What follows belongs to an exercise in optimizing a design on an open flow for small area, a short achievable clock period and few clock cycles; a production flow would make more cautious choices. Function was checked by simulation only, so behaviour that the tests miss may differ from the original. No activity file was given, so power comes from the tool's default toggle rates.

job 3924:
==> flow/design.v <==
module fpga_disp_next (
  input  wire        rdy,
  input  wire [2:0]  st,
  input  wire        cs,
  input  wire        rst_l,
  input  wire        sclk,
  input  wire        set0,
  input  wire [8:0]  cnt,
  input  wire        aux,
  input  wire        intn,
  input  wire        redraw,
  input  wire        fb_we,
  input  wire [14:0] fb_addr,
  input  wire [7:0]  fb_data,
  output reg         rdy_i,
  output reg  [2:0]  st_i,
  output reg         set0_i,
  output reg  [8:0]  cnt_i,
  output reg         intn_i,
  output reg         redraw_i,
  output reg         we_i,
  output reg  [14:0] addr_i,
  output reg  [7:0]  data_i,
  output wire        stall_b,       
  output reg  [2:0]  st_b,
  output reg  [8:0]  cnt_b,
  output wire        aux_b,
  output reg         intn_b,
  output wire        we_b,
  output wire        cs_fall,       
  output wire        sclk_inc,      
  output wire        sclk_hit,      
  output wire [5:0]  scnt_inc,
  output wire        rst_fall,      
  output wire        rst_rise       
);
  localparam [4:0] C_SKIP = 5'd28,    
                   C_SET0 = 5'd23,    
                   C_SET1 = 5'd31;    
  localparam [14:0] A_TOP = 15'd25308;
  wire [4:0] cls   = fb_addr[4:0];    
  wire [5:0] scnt  = fb_addr[12:7];   
  wire       s_prog  = st == 3'd0;
  wire       s_cmd   = st == 3'd1;
  wire       s_param = st == 3'd2;
  wire       s_scene = st == 3'd3;
  wire       s_line  = st == 3'd4;
  wire       s_data  = st == 3'd5;
  wire       s_fill  = st[2:1] == 2'b11;
  wire [7:0] d = fb_data;             
  wire [7:0] exp_c =
    (cls == 5'd0) ? "D" :
    (cls == 5'd1) ? "a" :
    (cls == 5'd2) ? "t" :
    (cls == 5'd3) ? "e" :
    (cls == 5'd4) ? ":" :
    (cls == 5'd5) ? " " :
    (cls == 5'd6) ? "D" :
    (cls == 5'd7) ? "e" :
    (cls == 5'd8) ? "c" :
    (cls == 5'd9) ? " " :
    (cls == 5'd10) ? "1" :
    (cls == 5'd11) ? "0" :
    (cls == 5'd12) ? " " :
    (cls == 5'd13) ? "2" :
    (cls == 5'd14) ? "0" :
    (cls == 5'd15) ? "1" :
    (cls == 5'd16) ? "4" :
    (cls == 5'd17) ? " " :
    (cls == 5'd18) ? "0" :
    (cls == 5'd19) ? "8" :
    (cls == 5'd20) ? ":" :
    (cls == 5'd21) ? "3" :
    (cls == 5'd22) ? "0" :
    8'h00;
  reg [4:0] cls_n;
  always @(*) begin
    cls_n = cls;
    if (cls < 5'd23) begin
      if (d == 8'h00) cls_n = (cls < 5'd5) ? 5'd0 : C_SET1;
      else if (d == exp_c) cls_n = cls + 5'd1;    
      else cls_n = (cls < 5'd5) ? C_SKIP : C_SET1;
    end else if (cls == C_SKIP && d == 8'h00) begin
      cls_n = 5'd0;
    end
  end
  wire [8:0] cnt_inc = cnt + 9'd1;
  wire       col_end = cnt[7:0] == 8'd172;    
  wire       fresh   = aux && s_data;
  wire [7:0] adj_col = fresh ? ((d < 8'd148) ? d : 8'd0) : s_scene ? 8'd0 : fb_addr[7:0];
  wire [14:0] a_adj  = A_TOP + adj_col + (!fresh && !s_scene);
  always @(*) begin
    rdy_i    = rdy;
    st_i     = st;
    set0_i   = set0;
    cnt_i    = cnt;
    intn_i   = intn;
    redraw_i = redraw;
    we_i     = 1'b0;
    addr_i   = fb_addr;
    data_i   = fb_data;
    if (fb_we || fresh || s_scene)
      addr_i = (col_end || fresh || s_scene) ? a_adj : fb_addr - 15'd148;
    if (s_prog && aux)
      addr_i[4:0] = cls_n;
    if (s_prog && !rdy) begin
      rdy_i        = 1'b1;
      intn_i       = 1'b1;
      cnt_i        = 9'd0;
      addr_i[12:7] = 6'd0;
      addr_i[4:0]  = 5'd0;
    end
    if (s_prog || (s_cmd && aux))
      set0_i = cls == C_SET0;
    if (!rdy && s_cmd) begin
      rdy_i  = 1'b1;
      intn_i = 1'b1;
      if (set0) begin
        if (d == 8'h01) begin st_i = 3'd2; cnt_i = 9'd0; end
        else if (d == 8'h04) st_i = 3'd3;
        else begin intn_i = 1'b0; st_i = 3'd1; end
      end else begin
        if (d == 8'h00) ;
        else if (d == 8'h01) st_i = 3'd4;
        else if (d == 8'h02) begin redraw_i = 1'b1; intn_i = 1'b0; st_i = 3'd1; end
        else begin intn_i = 1'b0; st_i = 3'd1; end
      end
    end
    if (!rdy && s_scene) begin
      intn_i = 1'b0;
      st_i   = 3'd1;
      if (d[7:2] == 6'd0) begin
        st_i     = (d[1:0] == 2'd1) ? 3'd7 : 3'd6;
        redraw_i = 1'b1;
        we_i     = 1'b1;
        data_i   = (d[1:0] == 2'd2) ? 8'h30 : (d[1:0] == 2'd3) ? 8'h0C : 8'h00;
        cnt_i    = 9'd1;
      end else begin
        rdy_i = 1'b1;
      end
    end
    if (s_fill) begin
      we_i = 1'b1;
      if (col_end)
        cnt_i = {(fb_addr[7:0] >= 8'd49) && (fb_addr[7:0] <= 8'd96), 8'd1};
      else
        cnt_i[7:0] = cnt_inc[7:0];
      if (st[0])
        data_i = (cnt[8] && cnt[7:0] >= 8'd62 && cnt[7:0] <= 8'd109) ? 8'hFC : 8'h00;
      if (fb_addr == 15'd295) begin               
        rdy_i = 1'b1;
        st_i  = 3'd1;
      end
    end
  end
  wire trig = cnt[7:0] == 8'd188;
  assign stall_b = cs && (s_cmd || s_scene);
  assign aux_b   = cs && ((s_prog && !cnt[8] && cnt[8:1] != 8'd0) || s_line);
  assign we_b    = cs && s_data && !trig && cnt[7:0] < 8'd172;
  always @(*) begin
    st_b   = st;
    cnt_b  = cnt;
    intn_b = intn;
    if (cs) begin
      case (st)
        3'd0:  if (!cnt[8]) cnt_b = cnt_inc;
        3'd2: begin
          if (cnt[1:0] == 2'd3) begin intn_b = 1'b0; st_b = 3'd1; end
          else cnt_b = cnt_inc;
        end
        3'd4: begin
          cnt_b  = 9'd240;
          st_b   = 3'd5;
          intn_b = 1'b1;
        end
        3'd5: begin
          if (trig) begin
            st_b   = 3'd4;
            intn_b = 1'b0;
          end else begin
            cnt_b = cnt_inc;
          end
        end
        default: ;
      endcase
    end
  end
  assign cs_fall  = cs && !s_prog;
  assign sclk_inc = !sclk && !cs && s_prog;
  assign sclk_hit = sclk_inc && scnt == 6'd19;        
  assign scnt_inc = {scnt[4:0], ~(scnt[5] ^ scnt[4])};
  assign rst_fall = rst_l;
  assign rst_rise = !rst_l;
endmodule
module fpga_disp_ctrl (
  input  wire        clk,
  input  wire        rst,        
  input  wire        ev_valid,
  output wire        ev_ready,
  input  wire [2:0]  ev_type,
  input  wire [7:0]  ev_data,
  output reg         intn,
  output reg         cdone,
  output reg         redraw,
  output reg         fb_we,
  output reg  [14:0] fb_addr,
  output reg  [7:0]  fb_data
);
  reg        rdy;           
  reg [2:0]  st;
  reg        cs, rst_l, sclk;
  reg        set0;          
  reg [8:0]  cnt;
  reg        aux;
  assign ev_ready = rdy;
  wire        rdy_i, set0_i, intn_i, redraw_i, we_i;
  wire [2:0]  st_i, st_b;
  wire [8:0]  cnt_i, cnt_b;
  wire [14:0] addr_i;
  wire [7:0]  data_i;
  wire        stall_b, aux_b, intn_b, we_b;
  wire        cs_fall, sclk_inc, sclk_hit, rst_fall, rst_rise;
  wire [5:0]  scnt_inc;
  fpga_disp_next u_next (
    .rdy(rdy), .st(st), .cs(cs), .rst_l(rst_l), .sclk(sclk), .set0(set0),
    .cnt(cnt), .aux(aux), .intn(intn), .redraw(redraw), .fb_we(fb_we),
    .fb_addr(fb_addr), .fb_data(fb_data),
    .rdy_i(rdy_i), .st_i(st_i), .set0_i(set0_i), .cnt_i(cnt_i), .intn_i(intn_i),
    .redraw_i(redraw_i), .we_i(we_i), .addr_i(addr_i), .data_i(data_i),
    .stall_b(stall_b), .st_b(st_b), .cnt_b(cnt_b), .aux_b(aux_b), .intn_b(intn_b),
    .we_b(we_b),
    .cs_fall(cs_fall), .sclk_inc(sclk_inc), .sclk_hit(sclk_hit), .scnt_inc(scnt_inc),
    .rst_fall(rst_fall), .rst_rise(rst_rise)
  );
  wire acc  = ev_valid && rdy;
  wire b0   = ev_data[0];
  wire e_b  = acc && ev_type == 3'd0;                   
  wire e_c0 = acc && ev_type == 3'd1 && !b0 && cs_fall;  
  wire e_s  = acc && ev_type == 3'd2;                   
  wire e_s1 = e_s && b0 && sclk_inc;                    
  wire e_r  = acc && ev_type == 3'd3;                   
  wire e_r0 = e_r && !b0 && rst_fall;                   
  wire e_r1 = e_r && b0 && rst_rise;                    
  wire e_n  = acc && ev_type == 3'd4;                   
  always @(posedge clk) begin
    if (rst) begin
      rdy    <= 1'b0;           
      st     <= 3'd0;
      cs     <= 1'b0;
      rst_l  <= 1'b0;
      sclk   <= 1'b0;
      cdone  <= 1'b0;
      redraw <= 1'b0;
      fb_we  <= 1'b0;
    end else begin
      rdy    <= !e_r0 && rdy_i && !(e_b && stall_b);
      st     <= e_r0 ? 3'd0 :
                (e_c0 || (e_s1 && sclk_hit)) ? 3'd1 :
                e_b ? st_b : st_i;
      if (acc && ev_type == 3'd1) cs <= b0;
      if (e_r) rst_l <= b0;
      if (e_s) sclk <= b0;
      cdone  <= (e_s1 && sclk_hit) ? 1'b1 : e_r1 ? 1'b0 : cdone;
      redraw <= e_n ? 1'b0 : redraw_i;
      fb_we  <= e_b ? we_b : we_i;
    end
    cnt    <= e_b ? cnt_b : cnt_i;
    aux    <= (e_b && aux_b) || (e_s1 && sclk_hit);
    intn   <= (e_c0 || (e_s1 && sclk_hit)) ? 1'b0 : e_b ? intn_b : intn_i;
    set0   <= set0_i;
    fb_data <= rdy ? ev_data : data_i;
    fb_addr[14:13] <= addr_i[14:13];
    fb_addr[12:7]  <= e_s1 ? scnt_inc : addr_i[12:7];
    fb_addr[6:0]   <= addr_i[6:0];
  end
endmodule
==> flow/config.mk <==
export PLATFORM = sky130hd
export DESIGN_NAME = fpga_disp_ctrl
export DESIGN_NICKNAME = fpga_disp_ctrl
export VERILOG_FILES = /design/flow/design.v
export SDC_FILE = /design/flow/constraint.sdc
export NUM_CORES = 4
export LEC_CHECK = 0
export ABC_AREA = 1
export CAP_MARGIN = 20
export CORE_MARGIN = 2
export CORE_UTILIZATION = 40
export CTS_BUF_LIST = sky130_fd_sc_hd__clkbuf_8
export SETUP_SLACK_MARGIN = 5
export SLEW_MARGIN = 20
export SYNTH_HIERARCHICAL = 1
export SYNTH_MINIMUM_KEEP_SIZE = 0
==> flow/constraint.sdc <==
create_clock -name core_clock -period 8.0 [get_ports {clk}]
set_input_delay 1.6000 -clock core_clock [delete_from_list [all_inputs] [get_ports {clk}]]
set_output_delay 1.6000 -clock core_clock [all_outputs]
set_load 0.01 [all_outputs]
standard.sh (not shown) runs the stock make flow with config.mk's settings and CLKGATE_MAP_FILE= SYNTH_SCRIPT=/design/flow/synth_recipe.tcl, a recipe that flattens the netlist after the stock synthesis.
==> flow/flow/run.sh <==
#!/bin/bash
# Layout flow: the standard ORFS flow (standard.sh: ORFS synthesis with
# synth_recipe.tcl, floorplan, power grid, tap cells, placement, CTS, routing),
# with these changes, all passed to make as VAR=value:
#  - synthesis runs synth_recipe.tcl through flow/synth_abc.tcl, which only
#    swaps ABC's mapping script for flow/area.abc (an area-oriented mapping;
#    the flip-flops are mapped before ABC and stay as synth_recipe.tcl maps them);
#  - ADDER_MAP_FILE is empty, so adders are left to ABC as plain gates;
#  - the port buffers are plain buffers (buffer_ports -buffer_cell);
#  - any further settings in flow/extra.env, one VAR=value per line.
# make's full output goes to orfs_flow.log here; ORFS writes each step's log
# under orfs/logs/.
set -euo pipefail
here=$(pwd)
export FLOW_SYNTH_TCL="$here/synth_recipe.tcl"
export FLOW_ABC_SCRIPT="$here/flow/area.abc"
extra=("SYNTH_SCRIPT=$here/flow/synth_abc.tcl" "ADDER_MAP_FILE="
       "BUFFER_PORTS_ARGS=-buffer_cell sky130_fd_sc_hd__buf_2")
if [[ -f flow/extra.env ]]; then
  while IFS= read -r line; do
    [[ -z "$line" || "$line" == \#* ]] && continue
    extra+=("$line")
  done < flow/extra.env
fi
bash standard.sh "${extra[@]}" finish > "$here/orfs_flow.log" 2>&1
==> flow/flow/area.abc <==
strash
dch -f
map -D 1500
strash
dch -f
map -D 1500
strash
dch -f
map -D 1500
topo
dnsize
==> flow/flow/extra.env <==
SETUP_SLACK_MARGIN=5.3
BUFFER_PORTS_ARGS=-buffer_cell sky130_fd_sc_hd__buf_1
==> flow/flow/synth_abc.tcl <==
# The standard flow's synthesis script (synth_recipe.tcl, unchanged), with the ABC
# technology-mapping script replaced by the one in FLOW_ABC_SCRIPT. ABC maps
# only the combinational logic; the flip-flops are mapped before it.
proc abc {args} {
  set i [lsearch -exact $args -script]
  if {$i >= 0 && [info exists ::env(FLOW_ABC_SCRIPT)]} {
    lset args [expr {$i + 1}] $::env(FLOW_ABC_SCRIPT)
  }
  yosys abc {*}$args
}
source $::env(FLOW_SYNTH_TCL)
Testbench counts of job 3924, summed over its fixed seeds: cycles 661,407.
The following lists how job 5613 was set up differently from job 3924:
==> flow/flow/area.abc <==
strash
dch -f
map -a
strash
dch -f
map -a
strash
dch -f
map -D 1800
topo
dnsize
Findings:
Max clock network fraction of total power across job 5613 and job 3924: job 3924. Compared job 5613 vs job 3924, and count of placed standard cells including taps is down in job 5613. Sequential group power across job 5613 and job 3924: no real change. Summary — power density over the cells, job 5613 relative to job 3924: higher, by 0.77%. Job 5613 does better than job 3924 on final routed wirelength across all metal layers. Sequential share of layout area: job 5613 vs job 3924 up 0.76 points. Number of instances in the synthesized netlist: lower on job 5613. Comparing job 5613 against job 3924, there is no change at all in layout clock buffer count.
#### Input delta (job 5955 over job 5613)
--- a/flow/flow/area.abc
+++ b/flow/flow/area.abc
@@ -8,3 +8,3 @@
 dch -f
-map -D 1800
+map -D 1500
 topo
==> flow/flow/extra.env <==
SETUP_SLACK_MARGIN=5.35
BUFFER_PORTS_ARGS=-buffer_cell sky130_fd_sc_hd__buf_1
Ratio of routed vias to standard cells delta for job 5955 relative to job 5613: 2.1% higher
Looking only at final worst-path cycle share, and setting everything else aside, the higher value of job 5955 and job 5613 goes to job 5613.
Taking job 5613 as the reference point, the utilization after layout of job 5955 falls by 2.1 points.
Job 5613 and job 5955 ended up with roughly the same power of the sequential group.
Comparing the two runs side by side, job 5955 comes out ahead of job 5613 on worst hold-check slack.
Edits applied to the flow inputs when going from job 5955 to job 6119:
# job 5955
export LEC_CHECK = 0
export ABC_AREA = 1
export CAP_MARGIN = 20
export CORE_MARGIN = 2
export CORE_UTILIZATION = 40
export CTS_BUF_LIST = sky130_fd_sc_hd__clkbuf_8
export SETUP_SLACK_MARGIN = 5
export SLEW_MARGIN = 20
export SYNTH_HIERARCHICAL = 1
export SYNTH_MINIMUM_KEEP_SIZE = 0
create_clock -name core_clock -period 8.0 [get_ports {clk}]
# job 6119
export LEC_CHECK = 0
export ABC_AREA = 1
export CAP_MARGIN = 20
export CORE_MARGIN = 2
export CORE_UTILIZATION = 30
export CTS_BUF_LIST = sky130_fd_sc_hd__clkbuf_8
export SETUP_SLACK_MARGIN = 5
export SLEW_MARGIN = 20
export SYNTH_HIERARCHICAL = 1
export SYNTH_MINIMUM_KEEP_SIZE = 0
create_clock -name core_clock -period 8.0 [get_ports {clk}]
==> flow/flow/extra.env <==
SETUP_SLACK_MARGIN=5.3
BUFFER_PORTS_ARGS=-buffer_cell sky130_fd_sc_hd__buf_1
==> run summary <==
Job 5955 -> job 6119: post-layout instance count excluding filler cells increased by a few percent
Fraction of met1 tracks used by global routing for job 6119: 7.6 points down relative to job 5955
Transition time at the pin with the least slew margin (lower): job 5955
When job 6119 is measured against job 5955, its global-route wire length before repair turns out 860 um higher.
Job 6119 against job 5955: number of synthesized flops with an enable pin ~0 delta; cell area barely changed; total of max-cap violations held steady.
From job 5955 to job 6119 the numbers moved as follows: layout overhead on the synthesized area level; switching power level; total wire length after detailed routing moved up; combinational share of power moved down.

==> static timing again, ports no longer ideal <==
Ports are ideal in the flow. The routed layouts listed here were re-timed in OpenROAD.
Step 1 sets driving cells, clkbuf_16 on the clock port and buf_2 on the other inputs (assumed; they add their load-dependent delay and slew).
Step 2 moves the port delays by t, midway between the first and last clock arrival at a register: inputs arrive t later, outputs are due t later. That takes back most of the time a late clock gives input paths.
Three values: no drivers, after step 1, after step 2; two values: the first two.
run	shift t [ns]	setup WS [ns]	worst hold slack (ns)	slew at the worst register clock pin (ns)
job 3924	0.340	5.268 / 5.237 / 5.106	0.476 / 0.476 / 0.476	0.10 / 0.10
job 5613	0.336	5.359 / 5.325 / 5.085	0.470 / 0.470 / 0.470	0.10 / 0.10
job 5955	0.333	5.372 / 5.341 / 5.129	0.473 / 0.473 / 0.473	0.10 / 0.10
job 6119	0.341	5.354 / 5.322 / 5.057	0.480 / 0.480 / 0.480	0.09 / 0.09
After both steps setup and hold are still met in every run listed. The setup slack of job 6119, which loses most, moves by -0.032 ns with the drivers and by -0.297 ns with both steps.
